What follows belongs to an exercise in optimizing a design on an open flow for small area; a production flow would make more cautious choices.
Function was checked by simulation only, so behaviour that the tests miss may differ from the original.
Power figures rest on the tool's default switching activity, not on a simulated workload.

==> job 3920: inputs <==
==> flow/design.v <==
module gpu_htiming (
    input  wire       clk,
    input  wire       rst,
    output wire       sync_n,
    output wire       drawing,
    output wire       overflow,
    output reg  [9:0] coord
);
    reg [7:0] hb;
    reg       act;
    wire bp    = ~hb[7] & ~(hb[6] & (hb[5] | (hb[4] & hb[3])));    
    wire c_end = (coord == 10'd800);
    assign overflow = (hb == 8'd255);
    assign drawing  = (hb == 8'd87) | (act & ~c_end);
    assign sync_n   = ~hb[7];
    always @(posedge clk) begin
        if (rst) begin
            hb    <= 8'd128;
            act   <= 1'b0;
            coord <= 10'd0;
        end else begin
            if (!act) begin
                hb <= hb + 8'd1;
                if (hb == 8'd87) act <= 1'b1;
            end else if (c_end) begin
                act <= 1'b0;
            end
            if (hb == 8'd86)
                coord <= 10'd0;
            else if (act | bp)
                coord <= coord + 10'd1;
        end
    end
endmodule
module gpu_vtiming (
    input  wire       clk,
    input  wire       rst,
    input  wire       en,
    output wire       sync_n,
    output reg        drawing,
    output wire       overflow,
    output reg  [9:0] coord
);
    reg [4:0] vb;
    wire sync  = vb[4] & vb[3] & vb[2];
    wire c_end = (coord == 10'd599);
    assign sync_n   = ~sync;
    assign overflow = en & (vb == 5'd31);
    always @(posedge clk) begin
        if (rst) begin
            vb      <= 5'd28;
            drawing <= 1'b0;
            coord   <= 10'd0;
        end else if (en) begin
            if (!drawing) begin
                vb <= (vb == 5'd31) ? 5'd4 : vb + 5'd1;
                if (vb == 5'd26) drawing <= 1'b1;
            end else if (c_end) begin
                drawing <= 1'b0;
            end
            if (vb == 5'd26)
                coord <= 10'd0;
            else if (drawing | (vb < 5'd26))
                coord <= coord + 10'd1;
        end
    end
endmodule
module gpu_rasterizer (
    input  wire        clk,
    input  wire        rst,
    input  wire        start,
    input  wire [31:0] seg,
    output wire        write,
    output reg  [7:0]  x,
    output reg  [7:0]  y,
    output reg         done
);
    localparam [1:0] S_WAIT = 2'd0, S_UPDATE = 2'd1, S_UPDATE_NEXT = 2'd2, S_DRAW = 2'd3;
    reg [1:0] state;
    reg [7:0] ex, ey;
    reg [7:0] mx, my;
    reg       sx, sy;
    reg [9:0] err;
    wire draw = (state == S_DRAW);
    assign write = draw;
    wire [8:0] tx = {1'b0, ex} + {1'b0, ~x};      
    wire [8:0] ty = {1'b0, ey} + {1'b0, ~y};
    wire [10:0] e2  = {err, 1'b0};
    wire [10:0] c1s = e2 + {3'b000, my} + {10'd0, ~sy};
    wire [10:0] c2s = {3'b000, mx} + ~e2 + {9'd0, ~sx, sx};
    wire c1 = ~c1s[10];             
    wire c2 = ~c2s[10];             
    wire xe = (x == ex);
    wire ye = (y == ey);
    wire finish = xe & ye;      
    wire t1 = ~draw | c1;
    wire t2 = ~draw | c2;
    wire [9:0] opa = draw ? err : 10'd0;
    wire [9:0] opb = t1 ? {2'b11, ~my} : 10'd0;
    wire [9:0] opc = t2 ? {2'b00, mx} : 10'd0;
    wire [9:0] err_n = opa + opb + opc + {9'd0, t1 & sy} + {9'd0, t2 & ~sx};
    always @(posedge clk) begin
        if (rst) begin
            state <= S_WAIT;
            done  <= 1'b0;
        end else begin
            done <= draw & finish;
            case (state)
                S_WAIT:        if (start) state <= S_UPDATE;
                S_UPDATE:      state <= S_UPDATE_NEXT;
                S_UPDATE_NEXT: state <= S_DRAW;
                default:       if (finish) state <= S_WAIT;
            endcase
        end
    end
    always @(posedge clk) begin
        case (state)
            S_WAIT: begin
                x  <= seg[31:24];
                y  <= seg[23:16];
                ex <= seg[15:8];
                ey <= seg[7:0];
            end
            S_UPDATE: begin
                mx <= tx[8] ? tx[7:0] : ~tx[7:0];
                my <= ty[8] ? ty[7:0] : ~ty[7:0];
                sx <= ~tx[8];
                sy <= ~ty[8];
            end
            default: ;
        endcase
        if (state == S_UPDATE_NEXT || (draw && !finish))
            err <= err_n;
        if (draw && !finish && c1)
            x <= x + {{7{sx}}, 1'b1};
        if (draw && !finish && c2)
            y <= y + {{7{sy}}, 1'b1};
    end
endmodule
module gpu_lineset (
    input  wire        clk,
    input  wire        rst,
    input  wire        frame,
    input  wire        gate,
    input  wire        done,
    input  wire        bounds_we,
    input  wire [13:0] bounds_start,
    input  wire [13:0] bounds_end,
    output wire        rd_req,
    output reg  [13:0] rd_index,
    output wire        ras_start
);
    localparam [2:0] LS_IDLE = 3'd0, LS_ARM = 3'd1, LS_READ = 3'd2,
                     LS_LATCH = 3'd3, LS_RUN = 3'd4;
    reg [2:0]  state;
    reg [13:0] start_index, end_index;
    assign rd_req    = (state == LS_READ) & gate;
    assign ras_start = (state == LS_LATCH);
    always @(posedge clk) begin
        if (rst) begin
            state       <= LS_IDLE;
            start_index <= 14'd0;      
            end_index   <= 14'd0;      
        end else begin
            if (bounds_we) begin
                start_index <= bounds_start;
                end_index   <= bounds_end;
            end
            if (frame) begin
                state <= LS_ARM;
            end else begin
                case (state)
                    LS_ARM:   state <= (start_index <= end_index) ? LS_READ : LS_IDLE;
                    LS_READ:  if (gate) state <= LS_LATCH;
                    LS_LATCH: state <= LS_RUN;
                    LS_RUN:   if (done) state <= (rd_index == end_index) ? LS_IDLE : LS_READ;
                    default: ;
                endcase
            end
        end
    end
    always @(posedge clk) begin
        if (state == LS_ARM)
            rd_index <= start_index;
        else if (state == LS_RUN && done)
            rd_index <= rd_index + 14'd1;
    end
endmodule
module gpu_decoder (
    input  wire        clk,
    input  wire        rst,
    input  wire        rx_valid,
    input  wire [7:0]  rx_data,
    input  wire        frame,
    output reg         wr_req,
    output reg  [13:0] idx,
    output reg  [31:0] seg,
    output wire        bounds_we,
    output wire [13:0] bs,
    output wire [13:0] be,
    output reg         tx_valid,
    output wire [7:0]  tx_data
);
    localparam [3:0] CMD = 4'd0, WR_IDX0 = 4'd1, WR_Y1 = 4'd6, VSYNC = 4'd8,
                     BOUNDS_S0 = 4'd9, BOUNDS_COMMIT = 4'd13;
    reg [3:0] state;
    reg       ack;
    assign bounds_we = (state == BOUNDS_COMMIT) & frame;
    assign tx_data   = {ack, ~ack, ack, ack, ack, ack, ~ack, ack};    
    assign bs        = idx;
    assign be        = {seg[21:16], seg[31:24]};
    always @(posedge clk) begin
        if (rst) begin
            state    <= CMD;
            wr_req   <= 1'b0;
            tx_valid <= 1'b0;
        end else begin
            wr_req   <= 1'b0;
            tx_valid <= 1'b0;
            case (state)
                BOUNDS_COMMIT, VSYNC: begin
                    if (frame) begin
                        tx_valid <= 1'b1;
                        ack      <= 1'b1;
                        state    <= CMD;
                    end
                end
                default: begin
                    if (rx_valid) begin
                        case (state)
                            CMD: begin
                                case (rx_data)
                                    8'h00: begin tx_valid <= 1'b1; ack <= 1'b0; end
                                    8'h01:   state <= WR_IDX0;
                                    8'h02:   state <= BOUNDS_S0;
                                    8'h03:   state <= VSYNC;
                                    default: ;
                                endcase
                            end
                            WR_Y1: begin
                                wr_req   <= 1'b1;
                                tx_valid <= 1'b1;
                                ack      <= 1'b1;
                                state    <= CMD;
                            end
                            default: state <= state + 4'd1;
                        endcase
                    end
                end
            endcase
        end
    end
    always @(posedge clk) begin
        if (rx_valid) begin
            case (state)
                4'd1, 4'd9:  idx[7:0]   <= rx_data;
                4'd2, 4'd10: idx[13:8]  <= rx_data[5:0];
                4'd3, 4'd11: seg[31:24] <= rx_data;
                4'd4, 4'd12: seg[23:16] <= rx_data;
                4'd5:        seg[15:8]  <= rx_data;
                4'd6:        seg[7:0]   <= rx_data;
                default: ;
            endcase
        end
    end
endmodule
module gpu_arbiter (
    input  wire        clk,
    input  wire        rst,
    input  wire        wr_req,
    input  wire [13:0] wr_index,
    input  wire [31:0] wr_seg,
    input  wire        rd_req,
    input  wire [13:0] rd_index,
    output wire        seg_re,
    output wire        seg_we,
    output wire [13:0] seg_addr,
    output reg  [31:0] seg_wdata
);
    reg        pend_valid;
    reg [13:0] pend_index;
    always @(posedge clk) begin
        if (rst)
            pend_valid <= 1'b0;
        else if (wr_req)
            pend_valid <= 1'b1;
        else if (!rd_req)
            pend_valid <= 1'b0;
    end
    always @(posedge clk) begin
        if (wr_req) begin
            pend_index <= wr_index;
            seg_wdata  <= wr_seg;
        end
    end
    assign seg_re   = rd_req & ~rst;
    assign seg_we   = ~rd_req & pend_valid & ~rst;
    assign seg_addr = rd_req ? rd_index : pend_index;
endmodule
module gpu_fbread (
    input  wire [9:0]  x,
    input  wire [9:0]  y,
    input  wire        de,
    input  wire [2:0]  rdata,
    output wire [7:0]  cx,
    output wire [7:0]  cy,
    output reg  [11:0] rgb
);
    wire [9:0] cx_full = x / 10'd5;
    wire [9:0] cy_full = y / 10'd5;
    assign cx = cx_full[7:0];
    assign cy = cy_full[7:0];
    wire r_a = de & rdata[2];                                 
    wire g_a = de & rdata[1] & (rdata[0] | ~rdata[2]);        
    wire g_5 = de & rdata[2] & rdata[1];                      
    wire b_a = de & rdata[0];                                 
    wire all = de & rdata[2] & rdata[1] & rdata[0];           
    always @(*) rgb = {r_a, all, r_a, all, g_a, g_5, g_a, g_5, b_a, all, b_a, all};
endmodule
module gpu_core (
    input  wire        clk,
    input  wire        rst,           
    input  wire        rx_valid,
    input  wire [7:0]  rx_data,
    output wire        tx_valid,
    output wire [7:0]  tx_data,
    input  wire        fill_req,
    output wire [11:0] rgb,
    output wire        hsync,
    output wire        vsync,
    output wire        de,
    output wire [9:0]  x,
    output wire [9:0]  y,
    output wire        frame,
    output wire        line,
    output wire        valid_data,
    output wire        in_bounds,
    output wire        seg_re,
    output wire        seg_we,
    output wire [13:0] seg_addr,
    output wire [31:0] seg_wdata,
    input  wire [31:0] seg_rdata,
    output wire        fb_rd_bank,
    output wire [7:0]  fb_rd_cx,
    output wire [7:0]  fb_rd_cy,
    input  wire [2:0]  fb_rdata,
    output wire        fb_we,
    output wire        fb_wr_bank,
    output wire [7:0]  fb_wr_cx,
    output wire [7:0]  fb_wr_cy,
    output wire [2:0]  fb_wdata
);
    wire h_sync_n, h_drawing, h_overflow;
    wire v_sync_n, v_drawing, v_overflow;
    gpu_htiming u_h (
        .clk(clk), .rst(rst),
        .sync_n(h_sync_n), .drawing(h_drawing), .overflow(h_overflow), .coord(x)
    );
    gpu_vtiming u_v (
        .clk(clk), .rst(rst), .en(h_overflow),
        .sync_n(v_sync_n), .drawing(v_drawing), .overflow(v_overflow), .coord(y)
    );
    assign line       = h_overflow;
    assign frame      = v_overflow;
    assign valid_data = h_drawing & v_drawing;
    assign in_bounds  = h_drawing;
    assign hsync      = h_sync_n;
    assign vsync      = v_sync_n;
    reg selected;
    reg de_q;
    always @(posedge clk) begin
        if (rst) begin
            selected <= 1'b0;
            de_q     <= 1'b0;
        end else begin
            de_q <= valid_data;
            if (v_overflow)
                selected <= ~selected;
        end
    end
    wire [7:0] rd_cx, rd_cy;
    gpu_fbread u_fb (
        .x(x), .y(y), .de(de_q), .rdata(fb_rdata),
        .cx(rd_cx), .cy(rd_cy), .rgb(rgb)
    );
    assign fb_rd_bank = ~selected;
    assign fb_rd_cx   = rd_cx;
    assign fb_rd_cy   = rd_cy;
    assign de         = de_q;
    wire        ras_write, ras_done;
    wire [7:0]  ras_x, ras_y;
    wire        ls_rd_req, ls_ras_start;
    wire [13:0] ls_rd_index;
    wire        dec_wr_req, dec_bounds_we;
    wire [13:0] dec_idx, dec_bs, dec_be;
    wire [31:0] dec_seg;
    gpu_rasterizer u_ras (
        .clk(clk), .rst(rst), .start(ls_ras_start), .seg(seg_rdata),
        .write(ras_write), .x(ras_x), .y(ras_y), .done(ras_done)
    );
    gpu_lineset u_ls (
        .clk(clk), .rst(rst), .frame(v_overflow), .gate(v_sync_n), .done(ras_done),
        .bounds_we(dec_bounds_we), .bounds_start(dec_bs), .bounds_end(dec_be),
        .rd_req(ls_rd_req), .rd_index(ls_rd_index), .ras_start(ls_ras_start)
    );
    gpu_decoder u_dec (
        .clk(clk), .rst(rst), .rx_valid(rx_valid), .rx_data(rx_data), .frame(v_overflow),
        .wr_req(dec_wr_req), .idx(dec_idx), .seg(dec_seg),
        .bounds_we(dec_bounds_we), .bs(dec_bs), .be(dec_be),
        .tx_valid(tx_valid), .tx_data(tx_data)
    );
    gpu_arbiter u_arb (
        .clk(clk), .rst(rst), .wr_req(dec_wr_req), .wr_index(dec_idx), .wr_seg(dec_seg),
        .rd_req(ls_rd_req), .rd_index(ls_rd_index),
        .seg_re(seg_re), .seg_we(seg_we), .seg_addr(seg_addr), .seg_wdata(seg_wdata)
    );
    assign fb_we      = (ras_write | fill_req) & ~rst;
    assign fb_wr_bank = selected;
    assign fb_wr_cx   = ras_write ? ras_x : rd_cx;
    assign fb_wr_cy   = ras_write ? ras_y : rd_cy;
    assign fb_wdata   = {3{ras_write}};
endmodule
==> flow/flow/run.sh <==
#!/bin/bash
# The standard layout (standard.sh) with three changes, each tool's output in its own log:
#  - synthesis maps the logic with the area-oriented ABC script in flow/abc_area.script,
#  - without ORFS's hard adder cells (ADDER_MAP_FILE empty), so ABC optimises adders too;
#    registers are mapped exactly as in the standard synthesis,
#  - the port buffers are the smallest buffer, sky130_fd_sc_hd__buf_1.
set -u
rm -rf myscripts
cp -r "$FLOW_HOME/scripts" myscripts
cp flow/abc_area.script myscripts/abc_area.script
export BUFFER_PORTS_ARGS="-buffer_cell sky130_fd_sc_hd__buf_1"
bash standard.sh SCRIPTS_DIR="$PWD/myscripts" ADDER_MAP_FILE= finish > standard.log 2>&1
==> flow/flow/abc_area.script <==
strash
&get -n
&deepsyn -T 60
&put
dch -f
amap
topo
==> flow/standard.sh <==
#!/bin/bash
# synth_recipe.tcl (not shown) runs the flow's synth.tcl, then flattens the netlist and writes it again
# the make line also repeats each setting of config.mk as NAME=value (left out here)
make -C /OpenROAD-flow-scripts/flow DESIGN_CONFIG=/design/flow/config.mk WORK_HOME=/design/flow/orfs CLKGATE_MAP_FILE= SYNTH_SCRIPT=/design/flow/synth_recipe.tcl "${@:-finish}"
==> flow/config.mk <==
export PLATFORM = sky130hd
export DESIGN_NAME = gpu_core
export DESIGN_NICKNAME = gpu_core
export VERILOG_FILES = /design/flow/design.v
export SDC_FILE = /design/flow/constraint.sdc
export NUM_CORES = 4
export LEC_CHECK = 0
export ABC_AREA = 1
export CAP_MARGIN = 20
export CORE_MARGIN = 2
export CORE_UTILIZATION = 40
export CTS_CLUSTER_DIAMETER = 100
export CTS_CLUSTER_SIZE = 25
export PLACE_DENSITY = 0.6
export SLEW_MARGIN = 20
==> flow/constraint.sdc <==
create_clock -name core_clock -period 10.0 [get_ports {clk}]
set_input_delay 2.0000 -clock core_clock [delete_from_list [all_inputs] [get_ports {clk}]]
set_output_delay 2.0000 -clock core_clock [all_outputs]
set_load 0.01 [all_outputs]
==> job 4523 (differences from job 3920) <==
==> flow/design.v, changed modules only <==
module gpu_htiming (
    input  wire       clk,
    input  wire       rst,
    output wire       sync_n,
    output wire       drawing,
    output wire       overflow,
    output reg        act,           
    output reg  [9:0] coord
);
    reg [7:0] hb;
    wire bp    = ~hb[7] & ~(hb[6] & (hb[5] | (hb[4] & hb[3])));    
    wire c_end = (coord == 10'd800);
    assign overflow = (hb == 8'd255);
    assign drawing  = (hb == 8'd87) | (act & ~c_end);
    assign sync_n   = ~hb[7];
    always @(posedge clk) begin
        if (rst) begin
            hb    <= 8'd128;
            act   <= 1'b0;
            coord <= 10'd0;
        end else begin
            if (!act) begin
                hb <= hb + 8'd1;
                if (hb == 8'd87) act <= 1'b1;
            end else if (c_end) begin
                act <= 1'b0;
            end
            if (hb == 8'd86)
                coord <= 10'd0;
            else if (act | bp)
                coord <= coord + 10'd1;
        end
    end
endmodule
module gpu_rasterizer (
    input  wire        clk,
    input  wire        rst,
    input  wire        start,
    input  wire [31:0] seg,
    output wire        write,
    output reg  [7:0]  x,
    output reg  [7:0]  y,
    output reg         done
);
    localparam [1:0] S_WAIT = 2'd0, S_UPDATE = 2'd1, S_UPDATE_NEXT = 2'd2, S_DRAW = 2'd3;
    reg [1:0] state;
    reg [9:0] err;
    wire draw = (state == S_DRAW);
    assign write = draw;
    wire [8:0] tx = {1'b0, seg[15:8]} + {1'b0, ~seg[31:24]};    
    wire [8:0] ty = {1'b0, seg[7:0]}  + {1'b0, ~seg[23:16]};
    wire [7:0] mx = tx[8] ? tx[7:0] : ~tx[7:0];
    wire [7:0] my = ty[8] ? ty[7:0] : ~ty[7:0];
    wire       sx = ~tx[8];
    wire       sy = ~ty[8];
    wire [10:0] e2  = {err, 1'b0};
    wire [10:0] c1s = e2 + {3'b000, my} + {10'd0, ~sy};
    wire [10:0] c2s = {3'b000, mx} + ~e2 + {9'd0, ~sx, sx};
    wire c1 = ~c1s[10];             
    wire c2 = ~c2s[10];             
    wire finish = (x == seg[15:8]) & (y == seg[7:0]);
    wire t1 = ~draw | c1;
    wire t2 = ~draw | c2;
    wire [9:0] opa = draw ? err : 10'd0;
    wire [9:0] opb = t1 ? {2'b11, ~my} : 10'd0;
    wire [9:0] opc = t2 ? {2'b00, mx} : 10'd0;
    wire [9:0] err_n = opa + opb + opc + {9'd0, t1 & sy} + {9'd0, t2 & ~sx};
    always @(posedge clk) begin
        if (rst) begin
            state <= S_WAIT;
            done  <= 1'b0;
        end else begin
            done <= draw & finish;
            case (state)
                S_WAIT:        if (start) state <= S_UPDATE;
                S_UPDATE:      state <= S_UPDATE_NEXT;
                S_UPDATE_NEXT: state <= S_DRAW;
                default:       if (finish) state <= S_WAIT;
            endcase
        end
    end
    always @(posedge clk) begin
        if (state == S_WAIT) begin
            x <= seg[31:24];
            y <= seg[23:16];
        end
        if (state == S_UPDATE_NEXT || (draw && !finish))
            err <= err_n;
        if (draw && !finish && c1)
            x <= x + {{7{sx}}, 1'b1};
        if (draw && !finish && c2)
            y <= y + {{7{sy}}, 1'b1};
    end
endmodule
module gpu_lineset (
    input  wire        clk,
    input  wire        rst,
    input  wire        frame,
    input  wire        gate,
    input  wire        done,
    input  wire        bounds_we,
    input  wire [13:0] bounds_start,
    input  wire [13:0] bounds_end,
    output wire        rd_req,
    output reg  [13:0] rd_index,
    output wire        ras_start
);
    localparam [2:0] LS_IDLE = 3'd0, LS_ARM = 3'd1, LS_READ = 3'd2,
                     LS_LATCH = 3'd3, LS_RUN = 3'd4;
    reg [2:0]  state;
    reg [13:0] start_n, end_n;        
    wire [13:0] start_index = ~start_n;
    wire [13:0] end_index   = ~end_n;
    wire        arm = (state == LS_ARM);
    wire [14:0] nxt = arm ? {1'b0, start_index} : {1'b0, rd_index} + 15'd1;
    wire        le  = (nxt <= {1'b0, end_index});
    assign rd_req    = (state == LS_READ) & gate;
    assign ras_start = (state == LS_LATCH);
    always @(posedge clk) begin
        if (rst) begin
            state       <= LS_IDLE;
            start_n     <= 14'h3fff;   
            end_n       <= 14'h3fff;   
        end else begin
            if (bounds_we) begin
                start_n     <= ~bounds_start;
                end_n       <= ~bounds_end;
            end
            if (frame) begin
                state <= LS_ARM;
            end else begin
                case (state)
                    LS_ARM:   state <= le ? LS_READ : LS_IDLE;
                    LS_READ:  if (gate) state <= LS_LATCH;
                    LS_LATCH: state <= LS_RUN;
                    LS_RUN:   if (done) state <= le ? LS_READ : LS_IDLE;
                    default: ;
                endcase
            end
        end
    end
    always @(posedge clk) begin
        if (arm || (state == LS_RUN && done))
            rd_index <= nxt[13:0];
    end
endmodule
module gpu_arbiter (
    input  wire        clk,
    input  wire        rst,
    input  wire        wr_req,
    input  wire [13:0] wr_index,
    input  wire        rd_req,
    input  wire [13:0] rd_index,
    output wire        seg_re,
    output wire        seg_we,
    output wire [13:0] seg_addr
);
    reg       pend_valid;
    reg [7:0] pend_lo;
    always @(posedge clk) begin
        if (rst)
            pend_valid <= 1'b0;
        else if (wr_req)
            pend_valid <= 1'b1;
        else if (!rd_req)
            pend_valid <= 1'b0;
    end
    always @(posedge clk) begin
        if (wr_req)
            pend_lo <= wr_index[7:0];
    end
    assign seg_re   = rd_req & ~rst;
    assign seg_we   = ~rd_req & pend_valid & ~rst;
    assign seg_addr = rd_req ? rd_index : {wr_index[13:8], pend_lo};
endmodule
module gpu_core (
    input  wire        clk,
    input  wire        rst,           
    input  wire        rx_valid,
    input  wire [7:0]  rx_data,
    output wire        tx_valid,
    output wire [7:0]  tx_data,
    input  wire        fill_req,
    output wire [11:0] rgb,
    output wire        hsync,
    output wire        vsync,
    output wire        de,
    output wire [9:0]  x,
    output wire [9:0]  y,
    output wire        frame,
    output wire        line,
    output wire        valid_data,
    output wire        in_bounds,
    output wire        seg_re,
    output wire        seg_we,
    output wire [13:0] seg_addr,
    output wire [31:0] seg_wdata,
    input  wire [31:0] seg_rdata,
    output wire        fb_rd_bank,
    output wire [7:0]  fb_rd_cx,
    output wire [7:0]  fb_rd_cy,
    input  wire [2:0]  fb_rdata,
    output wire        fb_we,
    output wire        fb_wr_bank,
    output wire [7:0]  fb_wr_cx,
    output wire [7:0]  fb_wr_cy,
    output wire [2:0]  fb_wdata
);
    wire h_sync_n, h_drawing, h_overflow, h_act;
    wire v_sync_n, v_drawing, v_overflow;
    gpu_htiming u_h (
        .clk(clk), .rst(rst),
        .sync_n(h_sync_n), .drawing(h_drawing), .overflow(h_overflow), .act(h_act), .coord(x)
    );
    gpu_vtiming u_v (
        .clk(clk), .rst(rst), .en(h_overflow),
        .sync_n(v_sync_n), .drawing(v_drawing), .overflow(v_overflow), .coord(y)
    );
    assign line       = h_overflow;
    assign frame      = v_overflow;
    assign valid_data = h_drawing & v_drawing;
    assign in_bounds  = h_drawing;
    assign hsync      = h_sync_n;
    assign vsync      = v_sync_n;
    reg selected;
    wire de_q = h_act & v_drawing;
    always @(posedge clk) begin
        if (rst) begin
            selected <= 1'b0;
        end else begin
            if (v_overflow)
                selected <= ~selected;
        end
    end
    wire [7:0] rd_cx, rd_cy;
    gpu_fbread u_fb (
        .x(x), .y(y), .de(de_q), .rdata(fb_rdata),
        .cx(rd_cx), .cy(rd_cy), .rgb(rgb)
    );
    assign fb_rd_bank = ~selected;
    assign fb_rd_cx   = rd_cx;
    assign fb_rd_cy   = rd_cy;
    assign de         = de_q;
    wire        ras_write, ras_done;
    wire [7:0]  ras_x, ras_y;
    wire        ls_rd_req, ls_ras_start;
    wire [13:0] ls_rd_index;
    wire        dec_wr_req, dec_bounds_we;
    wire [13:0] dec_idx, dec_bs, dec_be;
    wire [31:0] dec_seg;
    gpu_rasterizer u_ras (
        .clk(clk), .rst(rst), .start(ls_ras_start), .seg(seg_rdata),
        .write(ras_write), .x(ras_x), .y(ras_y), .done(ras_done)
    );
    gpu_lineset u_ls (
        .clk(clk), .rst(rst), .frame(v_overflow), .gate(v_sync_n), .done(ras_done),
        .bounds_we(dec_bounds_we), .bounds_start(dec_bs), .bounds_end(dec_be),
        .rd_req(ls_rd_req), .rd_index(ls_rd_index), .ras_start(ls_ras_start)
    );
    gpu_decoder u_dec (
        .clk(clk), .rst(rst), .rx_valid(rx_valid), .rx_data(rx_data), .frame(v_overflow),
        .wr_req(dec_wr_req), .idx(dec_idx), .seg(dec_seg),
        .bounds_we(dec_bounds_we), .bs(dec_bs), .be(dec_be),
        .tx_valid(tx_valid), .tx_data(tx_data)
    );
    gpu_arbiter u_arb (
        .clk(clk), .rst(rst), .wr_req(dec_wr_req), .wr_index(dec_idx),
        .rd_req(ls_rd_req), .rd_index(ls_rd_index),
        .seg_re(seg_re), .seg_we(seg_we), .seg_addr(seg_addr)
    );
    assign seg_wdata = dec_seg;
    assign fb_we      = (ras_write | fill_req) & ~rst;
    assign fb_wr_bank = selected;
    assign fb_wr_cx   = ras_write ? ras_x : rd_cx;
    assign fb_wr_cy   = ras_write ? ras_y : rd_cy;
    assign fb_wdata   = {3{ras_write}};
endmodule
==> flow/flow/run.sh (replaced) <==
#!/bin/bash
# The standard layout (standard.sh) with these changes, each tool's output in its own log:
#  - synthesis maps the logic with the area-oriented ABC script in flow/abc_area.script,
#  - without ORFS's hard adder cells (ADDER_MAP_FILE empty), so ABC optimises adders too;
#    registers are mapped exactly as in the standard synthesis,
#  - the port buffers are the smallest buffer, sky130_fd_sc_hd__buf_1,
#  - clock tree synthesis clusters up to 20 sinks within 80 um behind clkbuf_8 leaf buffers and adds no dummy loads.
set -u
rm -rf myscripts
cp -r "$FLOW_HOME/scripts" myscripts
cp flow/abc_area.script myscripts/abc_area.script
export BUFFER_PORTS_ARGS="-buffer_cell sky130_fd_sc_hd__buf_1"
export CTS_ARGS="-sink_clustering_enable -repair_clock_nets -sink_clustering_size 20 -sink_clustering_max_diameter 80 -sink_clustering_buffer sky130_fd_sc_hd__clkbuf_8 -dont_use_dummy_load"
bash standard.sh SCRIPTS_DIR="$PWD/myscripts" ADDER_MAP_FILE= finish > standard.log 2>&1
- CORE_UTILIZATION: 40 -> 70
- CTS_CLUSTER_DIAMETER: 100 -> default
- CTS_CLUSTER_SIZE: 25 -> default
- PLACE_DENSITY: 0.6 -> 0.85
==> job 6443 (differences from job 3920) <==
--- a/flow/design.v
+++ b/flow/design.v
@@ -6,2 +6,3 @@
     output wire       overflow,
+    output reg        act,           
     output reg  [9:0] coord
@@ -9,3 +10,2 @@
     reg [7:0] hb;
-    reg       act;
     wire bp    = ~hb[7] & ~(hb[6] & (hb[5] | (hb[4] & hb[3])));    
@@ -156,2 +156,5 @@
     reg [13:0] start_index, end_index;
+    wire        arm = (state == LS_ARM);
+    wire [14:0] nxt = arm ? {1'b0, start_index} : {1'b0, rd_index} + 15'd1;
+    wire        le  = (nxt <= {1'b0, end_index});
     assign rd_req    = (state == LS_READ) & gate;
@@ -172,6 +175,6 @@
                 case (state)
-                    LS_ARM:   state <= (start_index <= end_index) ? LS_READ : LS_IDLE;
+                    LS_ARM:   state <= le ? LS_READ : LS_IDLE;
                     LS_READ:  if (gate) state <= LS_LATCH;
                     LS_LATCH: state <= LS_RUN;
-                    LS_RUN:   if (done) state <= (rd_index == end_index) ? LS_IDLE : LS_READ;
+                    LS_RUN:   if (done) state <= le ? LS_READ : LS_IDLE;
                     default: ;
@@ -182,6 +185,4 @@
     always @(posedge clk) begin
-        if (state == LS_ARM)
-            rd_index <= start_index;
-        else if (state == LS_RUN && done)
-            rd_index <= rd_index + 14'd1;
+        if (arm || (state == LS_RUN && done))
+            rd_index <= nxt[13:0];
     end
@@ -352,3 +353,3 @@
 );
-    wire h_sync_n, h_drawing, h_overflow;
+    wire h_sync_n, h_drawing, h_overflow, h_act;
     wire v_sync_n, v_drawing, v_overflow;
@@ -356,3 +357,3 @@
         .clk(clk), .rst(rst),
-        .sync_n(h_sync_n), .drawing(h_drawing), .overflow(h_overflow), .coord(x)
+        .sync_n(h_sync_n), .drawing(h_drawing), .overflow(h_overflow), .act(h_act), .coord(x)
     );
@@ -369,3 +370,3 @@
     reg selected;
-    reg de_q;
+    wire de_q = h_act & v_drawing;
     always @(posedge clk) begin
@@ -373,5 +374,3 @@
             selected <= 1'b0;
-            de_q     <= 1'b0;
         end else begin
-            de_q <= valid_data;
             if (v_overflow)
- CORE_UTILIZATION: 40 -> 70
- PLACE_DENSITY: 0.6 -> 0.85
==> summary of the runs <==
Of job 6443 and job 4523, job 4523 has the higher combinational power (gap about 70%, measured against job 4523).
Against job 6443, the critical path depth of job 3920 is higher by 9.
Register-to-register slack: job 4523 < job 6443 < job 3920.
Worst setup slack: job 4523 < job 6443 < job 3920.
The lowest non-clock buffer count belongs to job 6443, the highest to job 4523.
Power, highest first: job 3920, job 6443, job 4523.
The lowest clock power belongs to job 4523, the highest to job 3920.
Hold slack, highest first: job 4523, job 6443, job 3920.
==> figures <==
|  | job 6443 | job 3920 | job 4523 |
|---|---|---|---|
| Run status | no timing/DRC/antenna violations | no timing/DRC/antenna violations | no timing/DRC/antenna violations |
| DR WL met2 | 13430 microns | 13540 microns | 11970 microns |
| Share of layout cells above drive strength 1 | 0.02180 | 0.02655 | 0.04000 |
| Transition at the pin with the smallest max-transition slack | 1.110 ns | 1.015 ns | 1.042 ns |
| Least setup slack across all paths after layout | 2.864 ns | 2.993 ns | 0.7742 ns |
| Number of enable-type register cells in the synthesized netlist | 167 | 167 | 95 |
| CP max stage cell | sky130_fd_sc_hd__a311oi_1 | sky130_fd_sc_hd__dfxtp_1 | sky130_fd_sc_hd__a222oi_1 |
| Number of flip-flops and latches | 244 | 245 | 172 |
| Seq/Total Area, Yosys | 0.5736 | 0.5699 | 0.4728 |
| Critical path class | reg2out | reg2out | in2reg |
| Highest ir drop seen on vdd | 0.1434 mV | 0.1070 mV | 0.1327 mV |
| Number of clock buffer instances in the layout | 20 | 20 | 17 |
| Number of logic stages on the critical path including buffering | 20 | 29 | 58 |
| Area of the core | 15940 sq um | 28550 sq um | 13090 sq um |
| Clock share of power | 0.324 | 0.350 | 0.349 |
| Total buffers and inverters traversed by the critical path | 5 | 5 | 7 |
| Total length of routed wires | 28190 microns | 30150 microns | 26080 microns |

## static timing again, ports no longer ideal
The results above use ideal ports. As a check the final layouts listed here were re-extracted and re-timed, cells and wires unchanged.
Step 1 assumes that a clkbuf_16 drives the clock port and a buf_2 every other input.
Step 2 moves the port delays by t, midway between the first and last clock arrival at a register: inputs arrive t later, outputs are due t later. That takes back most of the time a late clock gives input paths.
Slacks: no drivers / after step 1 / after step 2; pairs: no drivers / after step 1.
run	shift t [ns]	setup WS [ns]	hold slack, ns	worst data-port slew with drivers (ns)
job 3920	0.542	2.993 / 2.943 / 3.486	0.420 / 0.420 / 0.420	0.09
job 4523	0.475	0.774 / 0.797 / 0.323	0.448 / 0.448 / 0.448	0.04
job 6443	0.522	2.864 / 2.818 / 3.340	0.426 / 0.426 / 0.426	0.09
After both steps setup and hold are still met in every run listed. The setup slack of job 4523, which loses most, moves by +0.023 ns with the drivers and by -0.451 ns with both steps.
